From an optimization exercise on the open Yosys and OpenROAD flow, aimed at small area, a short achievable clock period and few clock cycles per item; shortcuts taken in it are not production practice. The RTL was checked by simulation tests, not by an equivalence proof against the original design.

Design vm_fpu, start of the top module:
module vm_fpu (
    input  wire        clk,
    input  wire        rst,
    input  wire        in_valid,
    output wire        in_ready,
    input  wire [7:0]  in_op,
    input  wire [63:0] in_a,
    input  wire [63:0] in_b,
    output reg         out_valid,
    output reg  [63:0] out_result
);
Size: about 13000 cells after synthesis, ~210 I/O pins, about 87000 sq um of cells after synthesis.
clock: 14.0 ns
lec_check: 0
abc_area: 1
cap_margin: 20
core_margin: 2
core_utilization: 40
setup_slack_margin: 5
slew_margin: 20
run.sh (not shown) runs the stock make flow with config.mk's settings and CLKGATE_MAP_FILE= SYNTH_SCRIPT=/design/flow/synth_recipe.tcl, a recipe that flattens the netlist after the stock synthesis.
Testbench counts at the start, summed over its fixed seeds: cycles 16,928, ops 4,800.
Edit:
--- a/flow/design.v
+++ b/flow/design.v
@@ -13,37 +13,30 @@
     localparam [63:0] QNAN = 64'h7FF8000000000000;
     localparam integer DR  = 5;                     
     localparam integer DIT = (55 + DR - 1) / DR;    
     localparam integer NQ  = DR * DIT;              
     reg         va;
     reg  [1:0]  op1;             
     reg  [63:0] a1, b1;
     reg         a1h, b1h, a1fz, b1fz, a1em, b1em;    
     reg  [2:0]  b1cz;            
-    wire [2:0]  iacz  = {(in_a[32:22] == 11'd0), (in_a[21:11] == 11'd0), (in_a[10:0] == 11'd0)};
-    wire [2:0]  ibcz  = {(in_b[32:22] == 11'd0), (in_b[21:11] == 11'd0), (in_b[10:0] == 11'd0)};
-    wire [1:0]  iza   = !iacz[0] ? 2'd0 : !iacz[1] ? 2'd1 : !iacz[2] ? 2'd2 : 2'd3;
-    wire [1:0]  izb   = !ibcz[0] ? 2'd0 : !ibcz[1] ? 2'd1 : !ibcz[2] ? 2'd2 : 2'd3;
-    wire        iswap = (in_op[3:2] == 2'd2) && (iza > izb);
-    wire [63:0] ia    = iswap ? in_b : in_a;
-    wire [63:0] ib    = iswap ? in_a : in_b;
     always @(posedge clk) begin
         begin
-            a1  <= ia;
-            b1  <= ib;
+            a1  <= in_a;
+            b1  <= in_b;
             op1 <= in_op[3:2];
-            a1h  <= (ia[62:52] != 11'd0);
-            b1h  <= (ib[62:52] != 11'd0);
-            a1fz <= (ia[51:0] == 52'd0);
-            b1fz <= (ib[51:0] == 52'd0);
-            a1em <= (&ia[62:52]);
-            b1cz <= iswap ? iacz : ibcz;
-            b1em <= (&ib[62:52]);
+            a1h  <= (in_a[62:52] != 11'd0);
+            b1h  <= (in_b[62:52] != 11'd0);
+            a1fz <= (in_a[51:0] == 52'd0);
+            b1fz <= (in_b[51:0] == 52'd0);
+            a1em <= (&in_a[62:52]);
+            b1cz <= {(in_b[32:22] == 11'd0), (in_b[21:11] == 11'd0), (in_b[10:0] == 11'd0)};
+            b1em <= (&in_b[62:52]);
         end
         if (rst) va <= 1'b0;
         else     va <= in_valid & in_ready;
     end
     wire [10:0] ea1   = a1[62:52];
     wire [10:0] eb1   = b1[62:52];
     wire        a_fz  = a1fz;
     wire        b_fz  = b1fz;
     wire        a_ez  = !a1h;
@@ -109,19 +102,19 @@
     wire [10:0] xe    = a_ge ? ea1e : eb1e;
     wire [5:0]  ash   = (ediff[10:6] != 5'd0) ? 6'd63 : ediff[5:0];
     wire [56:0] yw    = {ym, 4'd0};
     wire [56:0] ysh   = yw >> ash;
     wire        jam   = |(yw & ~({57{1'b1}} << ash));
     wire [56:0] yal   = {ysh[56:1], ysh[0] | jam};
     wire        md_idle  = !md_busy;
     wire        md_first = md_idle | md_norm;    
     wire        it_div   = md_idle ? op1[0] : md_div;
-    wire [52:0] mopa     = ra;           
+    wire [52:0] mopa     = md_idle ? ma1 : ra;
     wire [52:0] mopb     = md_idle ? mb1 : rb;
     wire [57:0] Cin      = md_first ? 58'd0 : C;
     wire [NQ-1:0] Qin    = md_first ? {NQ{1'b0}} : Q;
     wire [NQ-1:0] QMin   = md_first ? {NQ{1'b1}} : QM;
     function [129:0] csa65(input [64:0] x, input [64:0] y, input [64:0] z);
         reg [64:0] s, c;
         begin
             s = x ^ y ^ z;
             c = ((x & y) | (x & z) | (y & z));
@@ -245,44 +238,39 @@
         C    <= it_C;
         Q    <= it_Q;
         QM   <= it_QM;
         pd_p <= dP;
         pd_n <= dN;
         lo_s <= mS[10:0];
         lo_c <= mC[10:0];
         mcin <= !md_first & lowsum[11];
     end
-    wire md_idle_next = !a_to_md & (!md_busy | md_last);
-    always @(posedge clk) begin
-        if (md_idle_next)
-            ra <= {(ia[62:52] != 11'd0), ia[51:0]};
-        else if (md_busy & md_norm & !(ra[52] && rb[52]) & !ra[52])
-            ra <= ra8 ? {ra[44:0], 8'd0} : {ra[51:0], 1'b0};
-    end
     always @(posedge clk) begin
         if (rst) begin
             md_busy <= 1'b0;
             md_norm <= 1'b0;
         end else if (a_to_md) begin
             md_busy <= 1'b1;
             md_div  <= op1[0];
             md_sign <= ps1;
+            ra      <= ma1;
             me      <= op1[0] ? $signed({2'b0, ea1e}) - $signed({2'b0, eb1e}) + 13'sd1023
                               : $signed({2'b0, ea1e}) + $signed({2'b0, eb1e}) - 13'sd1023;
             md_cnt  <= !(a1h & b1h) ? 4'd0 : op1[0] ? 4'd1 : 4'd1 + {2'd0, mz};
             md_norm <= !(a1h & b1h);
             rb      <= mb1;
         end else if (md_busy) begin
             if (md_norm) begin
                 if (ra[52] && rb[52]) begin
                     md_norm <= 1'b0;
                     md_cnt  <= 4'd1;
                 end else begin
+                    ra <= ra[52] ? ra : (ra8 ? {ra[44:0], 8'd0} : {ra[51:0], 1'b0});
                     rb <= rb[52] ? rb : (rb8 ? {rb[44:0], 8'd0} : {rb[51:0], 1'b0});
                     me <= me - $signed({9'd0, nda})
                              + (md_div ? $signed({9'd0, ndb}) : -$signed({9'd0, ndb}));
                 end
             end else begin
                 md_cnt <= md_cnt + 4'd1;
                 if (md_last) md_busy <= 1'b0;
             end
         end
Effect: The changed run finished with timing, DRC and antenna clean. Design area came out lower by 1.2%. Non-clock buffer count is lower by 27. Routed wire length came out lower by 11%. Sequential share of layout area goes up by 0.22 points. Utilization is lower by 0.11 points. Die area is lower by 0.80%. Clock skew is higher by 24 ps. Count of clock-buffer cells in the layout climbs by 5. Worst setup slack is worse by 19 ps. Worst hold slack is about the same.
Testbench counts after the change, summed over its fixed seeds: cycles 17,392, ops 4,800.

[separate check: timing with driven ports]
The results above use ideal ports. As a check the final layouts listed here were re-extracted and re-timed, cells and wires unchanged.
Step 1: set_driving_cell puts a clkbuf_16 on clk and a buf_2 on each other input, an assumption about the parent block.
Step 2 times the ports against the registers' clock, not the clock port: input delays grow and output delays shrink by t, the midpoint of the rising clock arrivals with the driver on.
a / b / c = ideal / step 1 / step 2; a / b = the first two.
| run | t (ns) | slack for setup (ns) | hold slack, ns |
|---|---|---|---|
| the first run | 0.893 | 5.307 / 5.307 / 5.307 | 0.330 / 0.330 / 0.330 |
| the second run | 0.881 | 5.287 / 5.287 / 5.287 | 0.331 / 0.331 / 0.331 |
After both steps every run listed still meets setup and hold.
